Background: an optimization exercise with open tools, aiming at small area. Do not read the settings as production practice.
Function was checked by simulation only, so behaviour that the tests miss may differ from the original.
Power is estimated from default activity; no workload was simulated. The clock port is modelled as an ideal driver; clocking choices that lean on that would not hold on a real chip.

## design/flow/config.mk

```make
export PLATFORM = sky130hd
export DESIGN_NAME = vbus_decoder
export DESIGN_NICKNAME = vbus_decoder
export VERILOG_FILES = /design/flow/design.v
export SDC_FILE = /design/flow/constraint.sdc
export NUM_CORES = 8
export LEC_CHECK = 0
export CAP_MARGIN = 20
export CORE_MARGIN = 2
export CORE_UTILIZATION = 80
export CTS_BUF_LIST = sky130_fd_sc_hd__clkbuf_16
export CTS_CLUSTER_DIAMETER = 70
export CTS_CLUSTER_SIZE = 30
export SLEW_MARGIN = 20
export SYNTH_HIERARCHICAL = 1
export SYNTH_MEMORY_MAX_BITS = 16384
```

## design/flow/constraint.sdc

```tcl
create_clock -name core_clock -period 14.0 [get_ports {clk}]
set_input_delay 2.8000 -clock core_clock [delete_from_list [all_inputs] [get_ports {clk}]]
set_output_delay 2.8000 -clock core_clock [all_outputs]
set_load 0.01 [all_outputs]
```

## design/flow/design.v

```verilog
module vbus_decoder #(
    parameter ADDR_LE  = 0      
) (
    input  wire         clk,
    input  wire         rst,           
    input  wire         in_valid,
    input  wire [7:0]   in_byte,
    output reg  [1:0]   ev_kind,       
    output reg  [2:0]   ev_code,
    output wire [7:0]   ev_byte,
    output reg  [6:0]   ev_expected,
    output reg  [6:0]   ev_index,
    output wire [62:0]  ev_hdr_raw,    
    output wire [15:0]  ev_dst,
    output wire [15:0]  ev_src,
    output wire [15:0]  ev_cmd,
    output wire [7:0]   ev_frame_count,
    output wire [104:0] ev_dg_raw,     
    input  wire [6:0]   rd_frame,
    output wire [31:0]  rd_data        
);
    localparam [1:0] S_WAIT = 2'd0, S_HDR = 2'd1, S_FRM = 2'd2;
    localparam [1:0] EV_NONE = 2'd0, EV_PACKET = 2'd1, EV_ERROR = 2'd2, EV_DGRAM = 2'd3;
    localparam [2:0] E_FRAMING = 3'd1, E_UNSUP = 3'd2, E_UNREC = 3'd3,
                     E_HDRCK   = 3'd4, E_FRMCK = 3'd6, E_DGRAM = 3'd7;
    reg [1:0]  st;
    reg        dg;                      
    reg [3:0]  cnt;                     
    reg [6:0]  fidx;                    
    reg [6:0]  acc;                     
    reg        fbad;                    
    reg [6:0]  ev_byte_lo;
    reg [6:0]  hb [0:8];                
    reg [27:0] stg;                     
    reg [31:0] cmt;                     
    reg        cmt_v;
    reg [6:0]  cmt_k;
    reg [2:0]  ph;                      
    reg [31:0] ring [0:127];            
    function [15:0] comb16(input [6:0] lo, input [6:0] hi);
        if (ADDR_LE != 0) comb16 = {1'b0, hi, 1'b0, lo};
        else              comb16 = {({1'b0, lo} + {1'b0, hi}), 8'h00};
    endfunction
    wire       acc_in  = in_valid && !rst;
    wire       is_sync = (in_byte == 8'hAA);
    wire       is_ill  = in_byte[7] && !is_sync;
    wire       is_data = acc_in && !in_byte[7];
    wire [6:0] b       = in_byte[6:0];
    wire [6:0] sum     = acc + b;
    wire       ck_ok   = &sum;           
    wire       in_hdr  = is_data && st == S_HDR;
    wire       in_frm  = is_data && st == S_FRM;
    wire       last_frm = (fidx + 7'd1 == hb[7]);
    wire [31:0] fresh = {b[3], stg[27:21], b[2], stg[20:14], b[1], stg[13:7], b[0], stg[6:0]};
    wire        fresh_v  = in_frm && cnt == 4'd4;
    wire [2:0]  fresh_q  = ph + fidx[2:0];
    wire [2:0]  cmt_q    = ph + cmt_k[2:0];
    wire        wr_fresh = fresh_v && fresh_q == 3'd7;
    wire        wr_cmt   = cmt_v && cmt_q == 3'd7;
    wire [31:0] wdata    = wr_cmt ? cmt : fresh;
    wire [3:0]  wring    = wr_cmt ? cmt_k[6:3] : fidx[6:3];
    wire        wr       = wr_cmt || wr_fresh;
    integer r, i;
    wire [15:0] we;
    wire [31:0] head [0:15];
    genvar hr, hj;
    wire [15:0] we_n;
    for (hr = 0; hr < 16; hr = hr + 1) begin : g_head
        vbus_nand2 u_wen (.a(wr), .b(wring == hr), .y(we_n[hr]));
        vbus_inv   u_we  (.a(we_n[hr]), .y(we[hr]));
        for (hj = 0; hj < 32; hj = hj + 1) begin : g_hbit
            vbus_ao22 u_ao (.a1(ring[8*hr+7][hj]), .a2(we_n[hr]),
                            .b1(wdata[hj]),        .b2(we[hr]),
                            .y(head[hr][hj]));
        end
    end
    always @(posedge clk) begin
        ph <= ph + 3'd1;
        for (r = 0; r < 16; r = r + 1) begin
            for (i = 7; i > 0; i = i - 1)
                ring[8*r+i] <= ring[8*r+i-1];
            ring[8*r] <= head[r];
        end
        if (fresh_v && !wr_fresh) begin
            cmt   <= fresh;
            cmt_k <= fidx;
        end
        for (i = 0; i < 4; i = i + 1)
            if ((in_frm && cnt == i) || (in_hdr && cnt == 9 + i))
                stg[7*i +: 7] <= b;
    end
    always @(posedge clk) begin
        if (rst)
            cmt_v <= 1'b0;
        else if (fresh_v && !wr_fresh)
            cmt_v <= 1'b1;
        else if (wr_cmt)
            cmt_v <= 1'b0;
    end
    always @(posedge clk) begin
        if (in_hdr)
            for (i = 0; i < 9; i = i + 1)
                if (i != 4 && cnt == i) hb[i] <= b;
    end
    always @(posedge clk) begin
        if (rst) begin
            st      <= S_WAIT;
            ev_kind <= EV_NONE;
        end else begin
            ev_kind <= EV_NONE;
            if (in_valid) begin
                if (is_sync) begin
                    st  <= S_HDR;
                    cnt <= 4'd0;
                    dg  <= 1'b0;
                    acc <= 7'd0;
                end else if (is_ill) begin
                    ev_kind     <= EV_ERROR;
                    ev_code     <= E_FRAMING;
                    ev_byte_lo  <= b;
                    ev_expected <= 7'd0;
                    ev_index    <= 7'd0;
                    st <= S_WAIT;
                end else if (st == S_HDR) begin
                    cnt <= cnt + 4'd1;
                    acc <= sum;
                    if (cnt == 4'd4) begin
                        dg <= (b == 7'h20);
                        if (b != 7'h10 && b != 7'h20) begin
                            ev_kind     <= EV_ERROR;
                            ev_code     <= (b == 7'h30) ? E_UNSUP : E_UNREC;
                            ev_byte_lo  <= b;
                            ev_expected <= 7'd0;
                            ev_index    <= 7'd0;
                            st <= S_WAIT;
                        end
                    end
                    if (cnt == 4'd8 && !dg) begin
                        cnt  <= 4'd0;
                        acc  <= 7'd0;
                        fidx <= 7'd0;
                        fbad <= 1'b0;
                        if (!ck_ok) begin
                            ev_kind     <= EV_ERROR;
                            ev_code     <= E_HDRCK;
                            ev_byte_lo  <= b;
                            ev_expected <= ~acc;
                            ev_index    <= 7'd0;
                            st <= S_WAIT;
                        end else if (hb[7] == 7'd0) begin
                            ev_kind <= EV_PACKET;
                            st <= S_WAIT;
                        end else begin
                            st <= S_FRM;
                        end
                    end
                    if (cnt == 4'd13)
                        ev_byte_lo <= b;
                    if (cnt == 4'd14) begin
                        ev_index <= b;
                        ev_kind  <= EV_DGRAM;
                        ev_code  <= E_DGRAM;
                        st <= S_WAIT;
                    end
                end else if (st == S_FRM) begin
                    if (cnt == 4'd5) begin
                        cnt  <= 4'd0;
                        fidx <= fidx + 7'd1;
                        acc  <= 7'd0;
                        if (!ck_ok && !fbad) begin
                            fbad        <= 1'b1;
                            ev_byte_lo  <= b;
                            ev_expected <= ~acc;
                            ev_index    <= fidx;
                        end
                        if (last_frm) begin
                            st      <= S_WAIT;
                            ev_code <= E_FRMCK;
                            ev_kind <= (fbad || !ck_ok) ? EV_ERROR : EV_PACKET;
                        end
                    end else begin
                        cnt <= cnt + 4'd1;
                        acc <= sum;
                    end
                end
            end
        end
    end
    assign ev_byte        = {ev_code == E_FRAMING, ev_byte_lo};
    assign ev_hdr_raw     = {hb[8], hb[7], hb[6], hb[5], 7'h10, hb[3], hb[2], hb[1], hb[0]};
    assign ev_dg_raw      = {ev_index, ev_byte_lo, stg, hb[8], hb[7],
                             hb[6], hb[5], 7'h20, hb[3], hb[2], hb[1], hb[0]};
    assign ev_dst         = comb16(hb[0], hb[1]);
    assign ev_src         = comb16(hb[2], hb[3]);
    assign ev_cmd         = comb16(hb[5], hb[6]);
    assign ev_frame_count = {1'b0, hb[7]};
    wire [2:0]   rpos = ph + rd_frame[2:0];
    wire         byp  = cmt_v && (rd_frame == cmt_k);
    wire [15:0]  rsel;
    wire [7:0]   psel;
    wire [128:0] sel;
    wire [31:0]  wd [0:128];
    genvar g, j;
    for (g = 0; g < 16; g = g + 1) begin : g_rsel
        assign rsel[g] = !byp && rd_frame[6:3] == g;
    end
    for (g = 0; g < 8; g = g + 1) begin : g_psel
        assign psel[g] = rpos == g;
    end
    wire [127:0] sel_n;
    for (g = 0; g < 128; g = g + 1) begin : g_sel
        vbus_nand2 u_seln (.a(rsel[g/8]), .b(psel[g%8]), .y(sel_n[g]));
        vbus_inv   u_sel  (.a(sel_n[g]), .y(sel[g]));
        assign wd[g]  = ring[g];
    end
    assign sel[128] = byp;
    assign wd[128]  = cmt;
    wire [42:0] grp [0:31];             
    for (j = 0; j < 32; j = j + 1) begin : g_bit
        for (g = 0; g < 43; g = g + 1) begin : g_grp
            vbus_aoi222 u_aoi (.a1(sel[3*g]),   .a2(wd[3*g][j]),
                               .b1(sel[3*g+1]), .b2(wd[3*g+1][j]),
                               .c1(sel[3*g+2]), .c2(wd[3*g+2][j]),
                               .y(grp[j][g]));
        end
        assign rd_data[j] = ~&grp[j];
    end
endmodule
module vbus_aoi222 (
    input  wire a1, a2, b1, b2, c1, c2,
    output wire y
);
    assign y = ~((a1 & a2) | (b1 & b2) | (c1 & c2));
endmodule
module vbus_ao22 (
    input  wire a1, a2, b1, b2,
    output wire y
);
    assign y = (a1 & a2) | (b1 & b2);
endmodule
module vbus_nand2 (
    input  wire a, b,
    output wire y
);
    assign y = ~(a & b);
endmodule
module vbus_inv (
    input  wire a,
    output wire y
);
    assign y = ~a;
endmodule
```

## design/flow/flow/run.sh

```bash
#!/bin/bash
# Standard ORFS flow (standard.sh), with these layout settings changed:
#  - CTS without dummy loads, larger sink clusters on clkbuf_16 only;
#  - port buffers use the smallest buffer cell;
#  - before global placement, flow/upsize.tcl gives the drivers of the
#    32-load select and write-enable nets a stronger cell.
# make's full output goes to standard_flow.log here; ORFS's per-step logs are in orfs/logs/.
set -u
HERE=$(cd "$(dirname "$0")" && pwd)
export CTS_ARGS="-sink_clustering_enable -repair_clock_nets -dont_use_dummy_load -sink_clustering_size 30 -sink_clustering_max_diameter 70 -buf_list sky130_fd_sc_hd__clkbuf_16"
export BUFFER_PORTS_ARGS="-buffer_cell sky130_fd_sc_hd__buf_1"
export PRE_GLOBAL_PLACE_TCL="$HERE/upsize.tcl"
bash standard.sh > standard_flow.log 2>&1
```

## design/flow/flow/upsize.tcl

```tcl
# Sourced before global placement (PRE_GLOBAL_PLACE_TCL).  The read port's
# select lines and the ring write enables each drive 32 gates; give their
# drivers (an inverter or a NAND2 from synthesis) a stronger cell of the same
# function, so that placement's repair need not split these nets with buffers.
set n 0
set db [ord::get_db]
set inv_m  [$db findMaster sky130_fd_sc_hd__inv_4]
set nand_m [$db findMaster sky130_fd_sc_hd__nand2_4]
foreach inst [[ord::get_db_block] getInsts] {
  set m [[$inst getMaster] getName]
  if {$m ne "sky130_fd_sc_hd__inv_1" && $m ne "sky130_fd_sc_hd__nand2_1"} continue
  set fo 0
  foreach it [$inst getITerms] {
    if {[$it isOutputSignal]} {
      set net [$it getNet]
      if {$net ne "NULL"} { set fo [expr {[llength [$net getITerms]] - 1}] }
    }
  }
  if {$fo >= 16} {
    if {$m eq "sky130_fd_sc_hd__inv_1"} { $inst swapMaster $inv_m } else { $inst swapMaster $nand_m }
    incr n
  }
}
puts "upsize.tcl: upsized $n drivers"
```

## design/flow/standard.sh

```bash
#!/bin/bash
# synth_recipe.tcl (not shown) runs the flow's synth.tcl, then flattens the netlist and writes it again
# the make line also repeats each setting of config.mk as NAME=value (left out here)
make -C /OpenROAD-flow-scripts/flow DESIGN_CONFIG=/design/flow/config.mk WORK_HOME=/design/flow/orfs CLKGATE_MAP_FILE= SYNTH_SCRIPT=/design/flow/synth_recipe.tcl "${@:-finish}"
```

==> summary.txt <==
[synth_stat cells (all sizes together) (7+ instances only)]
cell type / n / area share
and3: 12 / 0.00066
buf: 128 / 0.0082
edfxtp: 167 / 0.044
o21bai: 11 / 0.00073
o211ai: 7 / 0.00046
nand2: 177 / 0.0058
nor2: 70 / 0.0023
nand3: 76 / 0.0033
nand2b: 11 / 0.00060
mux2: 37 / 0.0037
xnor2: 28 / 0.0022
nor4: 69 / 0.0038
o21ai: 17 / 0.00088
and2: 7 / 0.00038
mux2i: 8 / 0.00070
or2: 9 / 0.00049
nor3: 54 / 0.0024
a21oi: 30 / 0.0013
nor2b: 8 / 0.00044
clkbuf: 15 / 0.00049
a22o: 514 / 0.040
ha: 38 / 0.0042
dfxtp: 4104 / 0.72
nand4: 324 / 0.018
a222oi: 1376 / 0.12
xor2: 17 / 0.0013
a21o: 13 / 0.00086
inv: 181 / 0.0060
fa: 7 / 0.0012
a31oi: 10 / 0.00055
[final cells by class]
class | instances | share of cell area
timing repair buffer | 307 | 0.01086
antenna | 24 | 0.0004942
tap | 1890 | 0.01946
inverter | 181 | 0.008576
sequential | 4271 | 0.7173
multi-input combinational | 3010 | 0.2100
clock buffer | 162 | 0.03336
[Yosys stat by module (local to each module, per instance)]
module,cell area [um^2],flip-flops and latches
vbus_ao22,8.758,0
vbus_aoi222,10.01,0
vbus_decoder,94560,4271
vbus_inv,3.754,0
vbus_nand2,3.754,0
[where the power goes]
part	switching (uW)	total, uW	internal, uW
Clock	3480	5570	2090
Combinational	91.9	108	15.9
Sequential	1.80	12200	12200
Total	3570	17900	14300
[critical path: cells and delay by family]
kind                     cells  cell delay [ns]
AO/OA/AOI/OAI                1             0.69
AND/OR/NAND/NOR              5             1.96
XOR/XNOR                     2             0.62
adder cells (fa/ha/maj)      2             0.65
buffers and inverters        4             0.87
[layout by cell type, fill, tap and decap left out, types with 6 or more instances in the layout]
master     count
conb_1        39
clkbuf_16    162
nand2b_1      11
and3_1        11
inv_4        145
xnor2_1       28
nor3_1        51
o211ai_1       7
mux2_2        17
mux2_1        20
dfxtp_1     4104
a31oi_1       10
edfxtp_1     167
nand2_4       16
nor4_2        22
buf_4         44
nor2b_1        7
o21ai_1        6
diode_2       24
nor4_1        45
a222oi_1    1376
nand2_1      161
a22o_1       514
fa_1           7
ha_1          38
and2_1         6
or2_2          8
a21oi_1       29
a21o_1        13
o21bai_1      10
o21ai_0        8
nand3_1       76
nand4_1      324
xor2_1        17
nor2_1        70
inv_1         35
buf_1        261
mux2i_1        8
[cells by family after synthesis]
family	count (synthesis)
flip-flops	4271
adder cells (fa/ha/maj)	45
multiplexers	45
XOR/XNOR	48
other	2
AO/OA/AOI/OAI	2003
AND/OR/NAND/NOR	830
buffers and inverters	324
[worst max-delay path by stage]
stage                 from          end  depth (start not counted)
4_1_cts        rd_frame[0]   rd_data[2]                         14
3_5_place_dp   rd_frame[0]   rd_data[2]                         14
6_report       rd_frame[0]   rd_data[2]                         14
2_1_floorplan  rd_frame[0]   rd_data[0]                         11
3_3_place_gp   rd_frame[0]  rd_data[28]                         14
5_1_grt        rd_frame[6]   rd_data[3]                         14
[sequential cells by signal, summed over array words and instances (netlist names)]
register / flops
st: 2
ph: 3
ring: 4096
ev_byte_lo: 7
ev_index: 7
ev_kind: 2
fidx: 7
ev_code: 3
cmt_v: 1
fbad: 1
cmt: 32
acc: 7
stg: 28
hb: 56
cnt: 4
cmt_k: 7
ev_expected: 7
dg: 1
[routing by layer]
metal  track usage  up-vias
met4        0.3679       10
met5             0        -
li1              -    31260
met3        0.1960     2041
met1        0.6482    39000
met2        0.7123     8061
[per-stage QoR]
step | power, uW | utilization | std cells
floorplan | 12550 | - | 7605
global placement | 12600 | 0.8300 | 9656
detailed placement | 12600 | 0.8301 | 9658
CTS | 17810 | 0.8588 | 9820
global route | 18200 | 0.8590 | 9824
finish | 17900 | 0.8594 | 9845
==> flow_summary.yaml <==
synthesis:
  synth-seq-area-share: 0.7654
  ys_ff_latch: 4271
  post_synth.cell_area_avg_um2: 15.05
  synth_area_um2: 113900
  synthArstFlopShare: 0
  synth_enable_flop_cells: 167
  synthAdderAreaFrac: 0.005405
  yosysWarnings: 11
  synthFlopType: "dfxtp_1"
  synthCells: 7568
  ys_types: 65
  synth_mux_area_frac: 0.004361
  synth-compound-area-share: 0.1671
  synth_top_family_by_area: "compound AO/OA/AOI/OAI gates"
  yosys.area_share.xor_xnor: 0.004054
  yosys.area_share.simple: 0.03894
drt:
  wl_per_cell_um: 38.86
  top_layer: "met5"
  vias_per_cell: 8.164
  first_pass_iters: 15
  routed_wl_um: 382600
  wl_met1_um: 127500
  num_vias: 80370
  antenna_left: 0
  wl_met2_um: 156400
  drc: 0
  wl_met3_um: 63660
  drt-initial-drc-count: 19610
timing:
  worst_slew_pin_slew_ns: 1.367
  fmax_ghz: 0.09594
  final_max_slew_viol_count: 0
  fin_crit_ns: 10.42
  whs_ns: 0.3084
  slew_headroom: 0.08120
  hold_viol: 0
  fin_setup_tns_ns: 0
  setup_viol: 0
  rsz0062_at_grt: "false"
  skew_ns: 0.07704
  finalWorstSetupSlack_ns: 3.577
  period_share: 0.7445
power:
  ir_drop_mv: 0.1694
  powerDensity_nw_per_um2: 147.2
  p_leak_uw: 0.04496
min_path:
  hold_start: "ring[26][30]"
  holdPathEnd: "ring[27][30]"
  worst_hold_path_type: "reg2reg"
  min_path_cells: 0
layout:
  nNetsFinal: 7996
  drive_gt1_frac: 0.05447
  area_growth_pct: 6.704
  seqCellArea_um2: 87170
  multi_input_area_um2: 25520
  fin_area_um2: 121500
  n_fill_cell: 6654
global_routing:
  grt_max_degree: 41
  antenna_found_initial: 13
  overflow: 0
  grt_pass1_vias: 78390
  grt_pass1_wl_um: 539600
  grt_usage: 0.5092
die:
  fp.dieW_um: 381.3
  die_h_um: 381.3
  start_util: 0.8054
  core-area_um2: 141400
  ios: 301
  row_count: 138
  dieArea_um2: 145400
clock_tree:
  cts-root-buf: "clkbuf_16"
  hold_buffers: 0
  cts.path.max_buffers: 3
  post_cts_resized: 0
  clk_pin_slew_worst_paths_ns: 0.11
  cts_max_level: 4
  cts_sinks: 4271
  postCtsSetupRepairBufs: 0
  clock_latency_ns: 0.85
  cts_tree: "done"
  cts-buffers-inserted: 162
worst_setup_path:
  cp_max_fo: 32
  critPathCaptureType: "output port"
  slowest_stage: "nor4_1"
  worstPathRequired_ns: 11.20
  worst_r2r_endpoint: "ring[40][16]"
  r2r_slack_ns: 8.83
  r2r_cells: 10
  cp.arrival_ns: 7.62
  cp_slowest_stage_delay_ns: 0.93
  crit_top_cell: "buf_1"
  r2r-start: "cmt_k[0]"
  path_cells: "buf_1, ha_1, fa_1, xnor2_1, xor2_1, nor2_1, buf_4, nand2_1, inv_4, a222oi_1, nand4_1, nor4_1, nand3_1, buf_1"
  path_class: "in2out"
  cp-start-kind: "input pin"
status:
  status: "complete, no violations"
place:
  post-dp-hpwl_um: 224600
  place_area_um2: 117400
  place.gp.congestion: 0.9366
  io_buffers: 261
  place_ws_ns: 3.895
job:
  drv_cap: 0

-- what the ideal ports hide --
In the flow no input, the clock included, has a driving cell. The finished layout below was timed again as built, in two steps.
Step 1 assumes that a clkbuf_16 drives the clock port and a buf_2 every other input.
Step 2 also shifts input and output timing later by t, the mid clock arrival at the registers, as if the neighbouring blocks saw the same clock.
a / b / c = no drivers / after step 1 / after step 2; a / b = the first two.
t, ns: 0.907
slack for setup (ns): 3.577 / 3.545 / 3.545
worst hold slack (ns): 0.308 / 0.308 / 0.308
worst setup path after step 2: input to output
After both steps this run still meets setup and hold. For this run, drivers alone change the setup slack by -0.032 ns; drivers and shift together by -0.032 ns.
